Background: an optimization exercise with open tools, aiming at small area, a short achievable clock period and few clock cycles. Do not read the settings as production practice. Where RTL was checked, it was by simulation tests only, not by an equivalence proof against the original. Power and IR drop assume default switching activity.

Setup of v53:
## lcde
module lcde (
    input  wire        clk,
    input  wire        rst,           
    input  wire        csr_we,
    input  wire [3:0]  csr_addr,
    input  wire [31:0] csr_wdata,
    output reg  [31:0] csr_rdata,
    output wire [2:0]  status,        
    output reg         pt_req,
    output reg  [16:0] pt_addr,
    input  wire        pt_ack,
    input  wire [31:0] pt_rdata,
    output reg         snk_valid,
    output reg  [1:0]  snk_cmd,
    output reg         cb_req,
    input  wire        cb_ack,
    input  wire [31:0] cb_count,
    output reg         diag
);
For scale: roughly 4200 cells after synthesis, about 450 flip-flops, roughly 0.039 sq mm of cells after synthesis.
==> flow/config.mk <==
export PLATFORM = sky130hd
export DESIGN_NAME = lcde
export DESIGN_NICKNAME = lcde
export VERILOG_FILES = /design/flow/design.v
export SDC_FILE = /design/flow/constraint.sdc
export NUM_CORES = 4
export LEC_CHECK = 0
export CAP_MARGIN = 20
export CORE_MARGIN = 2
export CORE_UTILIZATION = 40
export CTS_CLUSTER_DIAMETER = 80
export CTS_CLUSTER_SIZE = 24
export SETUP_SLACK_MARGIN = 4
export SLEW_MARGIN = 20
==> flow/constraint.sdc <==
create_clock -name core_clock -period 10.0 [get_ports {clk}]
set_input_delay 2.0000 -clock core_clock [delete_from_list [all_inputs] [get_ports {clk}]]
set_output_delay 2.0000 -clock core_clock [all_outputs]
set_load 0.01 [all_outputs]
standard.sh (not shown) runs the stock make flow with config.mk's settings and CLKGATE_MAP_FILE= SYNTH_SCRIPT=/design/flow/synth_recipe.tcl, a recipe that flattens the netlist after the stock synthesis.
==> flow/flow/run.sh <==
#!/bin/bash
# The standard layout (standard synthesis, floorplan, power grid, placement, CTS,
# routing), with one change: the buffer placed on every input and output port
# is a sky130_fd_sc_hd__buf_2 instead of the default delay buffer.
set -euo pipefail
bash standard.sh BUFFER_PORTS_ARGS="-buffer_cell sky130_fd_sc_hd__buf_2" finish > standard_flow.log 2>&1
Testbench counts of v53, summed over its fixed seeds: cycles 32,668.
Modified inputs, v6 compared to v53
- CTS_CLUSTER_DIAMETER no longer set, was 80
- CTS_CLUSTER_SIZE no longer set, was 24
- CORE_UTILIZATION now 50, was 40
--- outcome ---
v6 against v53; total power consumption of the routed design is up by a little under 10%.
Between v53 and v6, number of logic stages on the critical path including buffering decreased.
v6 against v53: final critical path time including I/O delays and setup fell by 0.030 ns; total half-perimeter wirelength after legalization and detailed placement lower; area taken by flip-flops and latches shows no meaningful change.
From v53 to v6, remaining design rule violation count did not move at all.
Relative to v6, the following input files were edited for v2:
- setting CTS_CLUSTER_DIAMETER to 110 for the first time
- setting CTS_CLUSTER_SIZE to 20 for the first time
- changing SLEW_MARGIN from 20 to 5
- changing CAP_MARGIN from 20 to 5
- changing CORE_UTILIZATION from 50 to 40
- Against v6 as the reference, v2 delivers a higher clock-pin slew of the registers on the worst-case setup and hold paths.
- Looking at number of buffers other than clock buffers in the final layout, v2 sits about 9% higher than v6 does.
- [v2] worst path setup slack after routing rose 0.0069 ns relative to v6
- A launching instance or port of the critical path of csr_addr[2] is what v2 shows, while csr_addr[0] belongs to v6.
- Final weighted congestion of routability-driven global placement (v2 vs. v6) increases by a few percent
- Between v6 and v2, the maximum frequency figures differ only marginally.
- Compared with v6, in v2 routed wire length increased by 2700 microns relative to the old numbers, sequential share of layout area increased by 0.27 points relative to the old numbers, post-placement setup slack decreased by 0.30 ns relative to the old numbers.
Inputs modified between v2 and v39:
- changing CAP_MARGIN from 5 to 20
- removing CTS_CLUSTER_DIAMETER (formerly 110)
- changing SLEW_MARGIN from 5 to 20
- setting CTS_BUF_LIST to sky130_fd_sc_hd__clkbuf_4 sky130_fd_sc_hd__clkbuf_8 for the first time
--- outcome ---
v39 finished every step from synthesis to the final layout, and the layout passed the timing, design-rule and antenna checks. Comparing v39 and v2, ratio of final minimum period to clock period is higher on v39. Status: total instance count after detailed placement parity (v2, v39). Lower global routing usage on met3 among v39 and v2: v2. Summary: post-route worst setup slack, v39 worse than v2. In v39, leakage power of the design is higher than in v2. v2 was routed with fewer vias than v39. On critical path required time, the higher figure sits with v39, not v2. v39 -> v2: starting density of the core delta 0, exact match. Depth of the most critical reg-to-reg path ended up 10 lower on v39 than on v2. Diff v2 -> v39 | clock power share | increase of 9.4 points. For the routed wire length, v39 came in 0.84% higher than v2 did.

Starting RTL as in the previous note.
==> flow/config.mk <==
export PLATFORM = sky130hd
export DESIGN_NAME = lcde
export DESIGN_NICKNAME = lcde
export VERILOG_FILES = /design/flow/design.v
export SDC_FILE = /design/flow/constraint.sdc
export NUM_CORES = 4
export LEC_CHECK = 0
export CAP_MARGIN = 5
export CORE_MARGIN = 2
export CORE_UTILIZATION = 40
export SETUP_SLACK_MARGIN = 4
export SLEW_MARGIN = 5
==> flow/constraint.sdc <==
create_clock -name core_clock -period 10.0 [get_ports {clk}]
set_input_delay 2.0000 -clock core_clock [delete_from_list [all_inputs] [get_ports {clk}]]
set_output_delay 2.0000 -clock core_clock [all_outputs]
set_load 0.01 [all_outputs]
Scripts as last shown in full above: flow/flow/run.sh
Testbench counts at the start, summed over its fixed seeds: cycles 32,668.
Then changed:
- CAP_MARGIN: 5 -> 20
- SETUP_SLACK_MARGIN: 4 -> 4.5
- SLEW_MARGIN: 5 -> 20
Count of clock-buffer cells in the layout came out lower by 6.
Register-to-register slack improved by 130 ps.
Non-clock buffer count came out higher by 107.
Maximum frequency came out higher by a few percent.
Critical path depth came out higher by 21.
Power came out higher slightly.
Then changed:
- CTS_CLUSTER_DIAMETER: default -> 110
- CTS_CLUSTER_SIZE: default -> 20
- SETUP_SLACK_MARGIN: 4.5 -> 4
=>
- The new run completed with no timing, DRC or antenna violations
- area after synthesis stays the same
- die area stays the same
- clock-buffer cell count drops by 21
- cell count fell by 2.6%
- utilization is lower by 3.2 points
- total power shrinks by 13%
- via count went down by 3.3%
- sequential share of layout area goes up by 1.9 points
- non-clock buffer count decreases by 100
- worst hold slack hardly moves
- setup slack loses 150 ps
Then changed:
- CAP_MARGIN: 20 -> 5
- CORE_UTILIZATION: 40 -> 50
- SLEW_MARGIN: 20 -> 5
Result: Power is about the same. Cell count falls by 4.2%. Combinational power stays flat. Non-clock buffer count falls by 7.

lcde, a different RTL version from the one above (not shown whole).
Size in the first run: ~430 flip-flops, roughly 160 I/O pins, about 0.041 mm2 of cells after synthesis.
==> flow/config.mk <==
export PLATFORM = sky130hd
export DESIGN_NAME = lcde
export DESIGN_NICKNAME = lcde
export VERILOG_FILES = /design/flow/design.v
export SDC_FILE = /design/flow/constraint.sdc
export NUM_CORES = 4
export LEC_CHECK = 0
export CAP_MARGIN = 20
export CORE_MARGIN = 2
export CORE_UTILIZATION = 40
export SLEW_MARGIN = 20
==> flow/constraint.sdc <==
create_clock -name core_clock -period 10.0 [get_ports {clk}]
set_input_delay 2.0000 -clock core_clock [delete_from_list [all_inputs] [get_ports {clk}]]
set_output_delay 2.0000 -clock core_clock [all_outputs]
set_load 0.01 [all_outputs]
run.sh (not shown) runs the stock make flow with config.mk's settings and CLKGATE_MAP_FILE= SYNTH_SCRIPT=/design/flow/synth_recipe.tcl, a recipe that flattens the netlist after the stock synthesis.
Stock flow here: none of the scripts above is used.
Then changed:
Settings changed: SETUP_SLACK_MARGIN set to 4.
Effect:
- non-clock buffer count went up by 207
- count of clock-buffer cells in the layout came out higher by 5
- clock skew is higher by 0.0075 ns
- area after synthesis stays the same
- synthesized cell count does not change
- cell count rises by 3.6%
No run of this note included a check of the RTL's function; only the layout flow was run.

lcde, a different RTL version from the one above (not shown whole).
Size: roughly 450 flip-flops, ~40000 µm² of cells after synthesis.
export LEC_CHECK = 0
export CAP_MARGIN = 20
export CORE_MARGIN = 2
export CORE_UTILIZATION = 60
export SETUP_SLACK_MARGIN = 4
export SLEW_MARGIN = 20
create_clock -name core_clock -period 10.0 [get_ports {clk}]
The baseline produced a layout that fails on max-capacitance violations, max-slew violations.
Rerun with:
- CORE_UTILIZATION: 60 -> 40
=> The changed run finished with timing, DRC and antenna clean. Die area is higher by 49%. Design area is higher by 2.7%. Total power is higher by 3.4%. Clock-buffer cell count is lower by 6. Synthesized area is unchanged. Via count is lower by 2.2%. Non-clock buffer count is higher by 25.
Function was not checked in any run of this note: the RTL went through the layout flow alone.

== pepper ==
lcde, a different RTL version from the one above (not shown whole).
For scale: ~440 flip-flops, about 160 I/O pins, ~0.040 mm² of cells after synthesis.
clock: 10.0 ns
lec_check: 0
cap_margin: 20
core_margin: 2
core_utilization: 40
setup_slack_margin: 5
slew_margin: 20
Relative to pepper, the following input files were edited for onyx:
- SETUP_SLACK_MARGIN now 4, was 5
==> notes.md <==
From pepper to onyx the numbers moved as follows: global-route usage now smaller, number of failing setup endpoints in the final timing report comparable, setup slack now smaller, largest incremental delay on the critical path now smaller, post-CTS setup repair buffer count now smaller. In the final design statistics, onyx uses fewer standard cells in total than pepper. In onyx the global-route wire length before repair turned out 3.8% lower than in pepper. onyx against pepper: area taken by multi-input logic gates dropped 4.0%; combinational-cell power consumption now smaller.
Function was not checked in any run of this note: the RTL went through the layout flow alone.

## port drivers added, routing unchanged
The results above use ideal ports. As a check the final layouts listed here were re-extracted and re-timed, cells and wires unchanged. Step 1: set_driving_cell puts a clkbuf_16 on clk and a buf_2 on each other input, an assumption about the parent block. Step 2 times the ports against the registers' clock, not the clock port: input delays grow and output delays shrink by t, the midpoint of the rising clock arrivals with the driver on. a / b / c = ideal / step 1 / step 2; a / b = the first two.
run | t, ns | slack for setup (ns) | clock arrival spread, ns
v53 | 0.668 | 4.028 / 4.007 / 4.007 | 0.046 / 0.047
v6 | 0.712 | 4.058 / 4.036 / 4.036 | 0.039 / 0.040
v2 | 0.706 | 4.065 / 4.045 / 4.045 | 0.026 / 0.027
v39 | 0.808 | 4.026 / 4.019 / 4.019 | 0.049 / 0.049
the first run of note 2 | 0.704 | 4.068 / 4.050 / 4.050 | 0.027 / 0.027
the second run of note 2 | 0.714 | 4.196 / 4.196 / 4.196 | 0.044 / 0.044
the third run of note 2 | 0.705 | 4.046 / 4.025 / 4.025 | 0.028 / 0.028
the fourth run of note 2 | 0.692 | 4.029 / 4.029 / 4.029 | 0.033 / 0.033
the first run of note 3 | 0.694 | 1.771 / 1.771 / 1.771 | 0.034 / 0.034
the second run of note 3 | 0.720 | 3.283 / 3.283 / 3.283 | 0.041 / 0.042
the first run of note 4 | 0.699 | 4.022 / 3.997 / 3.997 | 0.029 / 0.029
the second run of note 4 | 0.712 | 3.975 / 3.945 / 3.945 | 0.019 / 0.019
pepper | 0.734 | 3.804 / 3.804 / 3.804 | 0.026 / 0.027
onyx | 0.737 | 3.750 / 3.713 / 3.713 | 0.024 / 0.024
For onyx, which loses most, drivers alone change the setup slack by -0.037 ns; drivers and shift together by -0.037 ns.
